What follows belongs to an exercise in optimizing a design on an open flow for small area, a short achievable clock period and few clock cycles; a production flow would make more cautious choices. In this exercise RTL edits were held to simulation tests only and were not proved equivalent to the original. Power figures rest on the tool's default switching activity, not on a simulated workload.

--- run.sh ---
#!/bin/bash
# synth_recipe.tcl (not shown) runs the flow's synth.tcl, then flattens the netlist and writes it again
# the make line also repeats each setting of config.mk as NAME=value (left out here)
make -C /OpenROAD-flow-scripts/flow DESIGN_CONFIG=/design/flow/config.mk WORK_HOME=/design/flow/orfs CLKGATE_MAP_FILE= SYNTH_SCRIPT=/design/flow/synth_recipe.tcl finish
--- config.mk ---
export PLATFORM = sky130hd
export DESIGN_NAME = wopr_fb
export DESIGN_NICKNAME = wopr_fb
export VERILOG_FILES = /design/flow/design.v
export SDC_FILE = /design/flow/constraint.sdc
export NUM_CORES = 4
export LEC_CHECK = 0
export CAP_MARGIN = 35
export CELL_PAD_IN_SITES_DETAIL_PLACEMENT = 3
export CELL_PAD_IN_SITES_GLOBAL_PLACEMENT = 6
export CORE_MARGIN = 2
export CORE_UTILIZATION = 20
export GPL_ROUTABILITY_DRIVEN = 1
export SLEW_MARGIN = 35
--- constraint.sdc ---
create_clock -name core_clock -period 34.0 [get_ports {clk}]
set_input_delay 6.8000 -clock core_clock [delete_from_list [all_inputs] [get_ports {clk}]]
set_output_delay 6.8000 -clock core_clock [all_outputs]
set_load 0.01 [all_outputs]
--- design.v ---
module wopr_fb (
    input  wire        clk,
    input  wire        rst,         
    input  wire        cmd_valid,
    output wire        cmd_ready,
    input  wire [63:0] cmd,
    output reg         rsp_valid,
    output reg  [63:0] rsp
);
    localparam W = 96;
    localparam H = 8;
    localparam OP_NOP      = 8'h00;
    localparam OP_SETPIXEL = 8'h01;
    localparam OP_GETPIXEL = 8'h02;
    localparam OP_SHIFT    = 8'h03;
    localparam OP_REGIONOF = 8'h04;
    localparam OP_RUN      = 8'h10;
    localparam OP_HALT     = 8'h11;
    localparam OP_RDSTATUS = 8'h12;
    localparam ST_OK      = 8'd0;
    localparam ST_OOB     = 8'd1;
    localparam ST_UNKREG  = 8'd2;
    localparam ST_ILLEGAL = 8'd3;
    localparam S_IDLE = 2'd0;
    localparam S_MOD  = 2'd1;
    localparam S_ROW  = 2'd2;
    reg [W-1:0] fb [0:H-1];
    reg [2:0]   errflags;    
    reg         run;
    reg [1:0]   state;
    reg [6:0]   sh_x;
    reg [6:0]   sh_w;
    reg [2:0]   sh_row;
    reg [2:0]   sh_last;
    reg [15:0]  sh_s;
    reg         sh_wrap;
    reg [6:0]   sh_k;        
    assign cmd_ready = (state == S_IDLE);
    wire [7:0]  op  = cmd[63:56];
    wire [7:0]  a   = cmd[55:48];
    wire [7:0]  cx  = cmd[47:40];
    wire [7:0]  cy  = cmd[39:32];
    wire [7:0]  cw  = cmd[31:24];
    wire [7:0]  ch  = cmd[23:16];
    wire [15:0] cs  = cmd[15:0];
    reg legal;
    always @(*) begin
        case (op)
            OP_NOP:      legal = (cmd[55:0] == 56'd0);
            OP_SETPIXEL: legal = (a[7:1] == 7'd0) && (cmd[31:0] == 32'd0);
            OP_GETPIXEL: legal = (a == 8'd0) && (cmd[31:0] == 32'd0);
            OP_SHIFT:    legal = (a[7:1] == 7'd0);
            OP_REGIONOF: legal = (cmd[47:0] == 48'd0);
            OP_RUN,
            OP_HALT,
            OP_RDSTATUS: legal = (cmd[55:0] == 56'd0);
            default:     legal = 1'b0;
        endcase
    end
    wire pix_in     = (cx < W) && (cy < H);
    wire win_in     = ({1'b0, cx} + {1'b0, cw} <= W) && ({1'b0, cy} + {1'b0, ch} <= H);
    wire shift_noop = (cw == 8'd0) || (ch == 8'd0) || (cs == 16'd0);
    reg [31:0] region;
    always @(*) begin
        case (a)
            8'd0:    region = {8'd0,  8'd0, 8'd24, 8'd8};
            8'd1:    region = {8'd24, 8'd0, 8'd12, 8'd8};
            8'd2:    region = {8'd36, 8'd0, 8'd4,  8'd8};
            8'd3:    region = {8'd40, 8'd0, 8'd24, 8'd8};
            8'd4:    region = {8'd64, 8'd0, 8'd12, 8'd8};
            8'd5:    region = {8'd76, 8'd0, 8'd4,  8'd8};
            8'd6:    region = {8'd80, 8'd0, 8'd16, 8'd8};
            default: region = 32'd0;
        endcase
    end
    wire [W-1:0] cur_row = fb[cy[2:0]];
    wire         cur_pix = cur_row[cx[6:0]];
    reg [7:0]  status;
    reg [31:0] data;
    reg        start_shift;
    always @(*) begin
        status      = ST_OK;
        data        = 32'd0;
        start_shift = 1'b0;
        if (!legal) begin
            status = ST_ILLEGAL;
        end else begin
            case (op)
                OP_SETPIXEL: if (!pix_in) status = ST_OOB;
                OP_GETPIXEL: if (!pix_in) status = ST_OOB;
                             else         data   = {31'd0, cur_pix};
                OP_SHIFT:    if (!win_in) status = ST_OOB;
                             else if (!shift_noop) start_shift = 1'b1;
                OP_REGIONOF: if (a >= 8'd7) status = ST_UNKREG;
                             else           data   = region;
                OP_RDSTATUS: data = {21'd0, errflags, 6'd0, 1'b0, run};
                default: ;
            endcase
        end
    end
    wire [W-1:0] win_mask = ~({W{1'b1}} << sh_w);
    wire [W-1:0] old_row  = fb[sh_row];
    wire [W-1:0] p        = (old_row >> sh_x) & win_mask;
    wire        s_neg  = sh_s[15];
    wire [15:0] s_mag  = s_neg ? (16'd0 - sh_s) : sh_s;
    wire        s_big  = (s_mag >= {9'd0, sh_w});
    reg [W-1:0] q;
    always @(*) begin
        if (sh_wrap)
            q = ((p << sh_k) | (p >> (sh_w - sh_k))) & win_mask;
        else if (s_big)
            q = {W{1'b0}};
        else if (s_neg)
            q = p >> s_mag[6:0];
        else
            q = (p << s_mag[6:0]) & win_mask;
    end
    wire [W-1:0] row_mask = win_mask << sh_x;
    wire [W-1:0] new_row  = (old_row & ~row_mask) | ((q << sh_x) & row_mask);
    wire [15:0] m_rem = s_mag % {9'd0, sh_w};
    wire [6:0]  s_mod = (s_neg && m_rem[6:0] != 7'd0) ? (sh_w - m_rem[6:0]) : m_rem[6:0];
    integer i;
    always @(posedge clk) begin
        if (rst) begin
            for (i = 0; i < H; i = i + 1)
                fb[i] <= {W{1'b0}};
            errflags  <= 3'd0;
            run       <= 1'b1;
            state     <= S_IDLE;
            rsp_valid <= 1'b0;
            rsp       <= 64'd0;
        end else begin
            rsp_valid <= 1'b0;
            case (state)
                S_IDLE: begin
                    if (cmd_valid) begin
                        case (status)
                            ST_OOB:     errflags[0] <= 1'b1;
                            ST_UNKREG:  errflags[1] <= 1'b1;
                            ST_ILLEGAL: errflags[2] <= 1'b1;
                            default: ;
                        endcase
                        if (status == ST_OK) begin
                            case (op)
                                OP_SETPIXEL: fb[cy[2:0]][cx[6:0]] <= a[0];
                                OP_RUN:      run <= 1'b1;
                                OP_HALT:     run <= 1'b0;
                                default: ;
                            endcase
                        end
                        if (start_shift) begin
                            sh_x    <= cx[6:0];
                            sh_w    <= cw[6:0];
                            sh_row  <= cy[2:0];
                            sh_last <= cy[2:0] + ch[2:0] - 3'd1;
                            sh_s    <= cs;
                            sh_wrap <= a[0];
                            state   <= S_MOD;
                        end else begin
                            rsp_valid <= 1'b1;
                            rsp       <= {status, 24'd0, data};
                        end
                    end
                end
                S_MOD: begin
                    sh_k  <= s_mod;
                    state <= S_ROW;
                end
                S_ROW: begin
                    fb[sh_row] <= new_row;
                    sh_row     <= sh_row + 3'd1;
                    if (sh_row == sh_last) begin
                        state     <= S_IDLE;
                        rsp_valid <= 1'b1;
                        rsp       <= 64'd0;
                    end
                end
                default: state <= S_IDLE;
            endcase
        end
    end
endmodule
==> impl_metrics.yaml <==
sta:
  slew_violations: 0
  max_freq_mhz: 30.9
  worst_pin_slew_ns: 1.16
  skew_ns: 0.149
  hold_violations: 0
  tns_ns: 0
  period_share_pct: 95.1
  fin_ws_ns: 1.67
  period_needed_ns: 32.33
  slew_headroom_pct: 21.5
  setup_viol: 0
run_status:
  status: "no timing/DRC/antenna violations"
power_and_ir_drop:
  p_per_area_mw_per_mm2: 21.5
  p_leak_nw: 45.8
  ir_drop_uv: 44.1
grt:
  antenna_found_initial: 128
  grt_use_total_pct: 35.7
  grt_overflow: 0
  grt_pass1_wl_um: 1350000
  grt_pass1_vias: 128000
  grt_max_degree: 153
critical_path:
  worstPathMaxFanout: 8
  cpPeakStageDelay_ns: 0.56
  criticalPathCategory: "reg -> reg"
  critical_path_required_ns: 34.73
  crit_top_cell: "o21a_1"
  critPathTopFamily: "compound AO/OA/AOI/OAI gates"
  r2r_slack_ns: 1.67
  worst-path-buf-inv: 13
  startpoint_type: "flip-flop"
  arrival_ns: 33.06
  critPathSlowestCell: "or4_4"
  cp-end-kind: "flip-flop"
flow_run:
  maxCapViolations: 0
placement:
  numPortBuffers: 82
  dp_slack_ns: -2.10
  dp_hpwl_um: 828000
  place_congestion: 1.02
detailed_routing:
  final_antenna_net_count: 0
  via_per_inst: 6.03
  dr.pass1.iters: 6
  routed_wl_um: 1040000
  drt_iter0_drc: 13000
  wl_per_cell_um: 51.4
  drc: 0
  vias: 122000
cts:
  clk_pin_slew_ns: 0.07
  cts_made_buffers: 120
  clock-sinks: 836
  htree_levels: 3
  clock_latency_ns: 0.98
  cts_tree: "built"
  cts-root-buf: "clkbuf_16"
  cts_hold_buf: 0
  clock_path_buffers: 4
logic_synthesis:
  synth_ff_type: "edfxtp_1"
  yosys_warnings: 1
  yosysSeqAreaShare_pct: 22.3
  synth_cell_types: 109
  synth.top_cell.area_share_pct: 21.9
  ys_top_cells_by_area: "edfxtp_1, mux4_2, mux2i_1"
  avgSynthCellArea_um2: 8.90
  ys_ff_latch: 836
  postSynthCellCount: 12500
  synth_edf_count: 812
  netlist_area_mm2: 0.111
  async_flop_share_pct: 0
  yosysTopAreaCell: "edfxtp_1"
layout:
  final_common_cell: "nor2_1"
  final_nets: 12800
  layout_common_cells: "nor2_1, buf_4, mux4_2"
  drive_gt1_share_pct: 25.5
  area_delta_synth_final_pct: 18.8
  fillers: 65500
  multi_input_area_mm2: 0.0836
  area.sequential_mm2: 0.0249
die:
  rows: 274
  fp.dieArea_mm2: 0.563
  core_region_area_mm2: 0.556
  die_y_um: 751
  pin_count: 133
  die_x_um: 751
  start_util_pct: 20.0
min_path:
  min_path_type: "reg -> reg"
registers in the layout, summed over array words and instances (netlist names), named ones only:
signal / count
state: 2
rsp_valid: 1
errflags: 3
sh_wrap: 1
sh_last: 3
sh_row: 3
sh_k: 7
rsp: 14
sh_x: 7
sh_w: 7
sh_s: 16
fb: 768
run: 1
worst reg2reg max path, delay by kind of cell (launching register included):
family          cells  cell delay [ns]
buf+inv            13             1.99
compound gates     82            13.82
mux                 2             0.69
fa+ha+maj          18             5.33
flops               1             0.42
simple gates       55             9.95
layout make-up:
class                      count  share of cell area, %
antenna                       69                  0.130
clock buffer                 152                   2.37
clock inverter                63                  0.441
inverter                     128                  0.424
multi-input combinational  10300                   63.2
sequential                   836                   18.8
tap                         7452                   7.04
timing repair buffer        1272                   7.63
report_power, final:
part | internal, mW | switching (mW) | leakage (nW)
clock network | 0.723 | 0.546 | 1.83
logic | 0.133 | 0.272 | 35.4
registers | 1.16 | 0.0169 | 8.53
per-layer routing:
| metal | up-vias | share of wire, % | GRT usage [%] |
|---|---|---|---|
| met5 | - | 0.011 | 0 |
| met3 | 1541 | 4.9 | 4.36 |
| li1 | 48500 | - | - |
| met4 | 16 | 9.7 | 28.4 |
| met2 | 4717 | 45 | 56.7 |
| met1 | 67200 | 40 | 43.9 |
synth_stat cells (68+ instances only):
cell type / n
nand2_1: 1071
inv_1: 113
nor3_1: 362
a31oi_1: 145
a211oi_1: 190
o22ai_1: 180
buf_1: 246
edfxtp_1: 812
o21ai_0: 714
clkbuf_1: 1040
or3_1: 68
nand3_1: 194
mux2i_1: 804
o21bai_1: 610
and2_1: 225
and3_1: 107
o21a_1: 99
mux4_2: 1082
mux2_2: 218
o211ai_1: 145
a21o_1: 248
nor2_1: 1605
ha_1: 130
a21oi_1: 840
kinds of logic after synthesis:
logic type	after synthesis	synth area share (%)
XOR/XNOR	90	0.707
buffers and inverters	1478	5.17
AO/OA/AOI/OAI	3889	23.0
other	1	0.00336
adder cells (fa/ha/maj)	138	1.58
multiplexers	2107	31.3
flip-flops	836	22.3
AND/OR/NAND/NOR	3978	15.9
per-stage QoR:
stage	power (mW)	util, %	cells	instance area [um^2]	hold WS [ns]
after floorplan	1.40	-	12600	112000	0.436
after global placement	1.58	22.7	19900	126000	0.446
after detailed placement	1.60	22.9	19900	127000	0.471
after CTS	2.88	23.6	20100	131000	0.486
after global routing	2.93	23.8	20200	132000	0.506
final	2.85	23.8	20200	132000	0.483
timing repair:
action / in CTS / in global routing
pin swaps: 6 / 44
buffers inserted: 2 / 20
resized for setup: 48 / 88
setup endpoints to repair: 7 / 7
path summary, 6_finish.rpt:
kind                            endpoint  startpoint  cells after the start
worst max-delay path             sh_k[6]     sh_s[5]                    170
worst min-delay path                 run         run                      1
worst max register to register   sh_k[6]     sh_s[5]                    170
worst min register to register       run         run                      1
Testbench counts, summed over its fixed seeds: cycles 58,947.

-- separate check: timing with driven ports --
In the flow no input, the clock included, has a driving cell. The finished layout below was timed again as built, in two steps.
Step 1: set_driving_cell puts a clkbuf_16 on clk and a buf_2 on each other input, an assumption about the parent block.
Step 2 moves the port delays by t, midway between the first and last clock arrival at a register: inputs arrive t later, outputs are due t later. That takes back most of the time a late clock gives input paths.
Slacks: no drivers / after step 1 / after step 2; pairs: no drivers / after step 1.
shift t [ns]: 1.030
setup slack, ns: 1.671 / 1.671 / 1.671
slew at the worst register clock pin (ns): 0.07 / 0.07
After both steps setup and hold are still met in this run. The setup slack of this run moves by 0.000 ns with the drivers and by 0.000 ns with both steps.
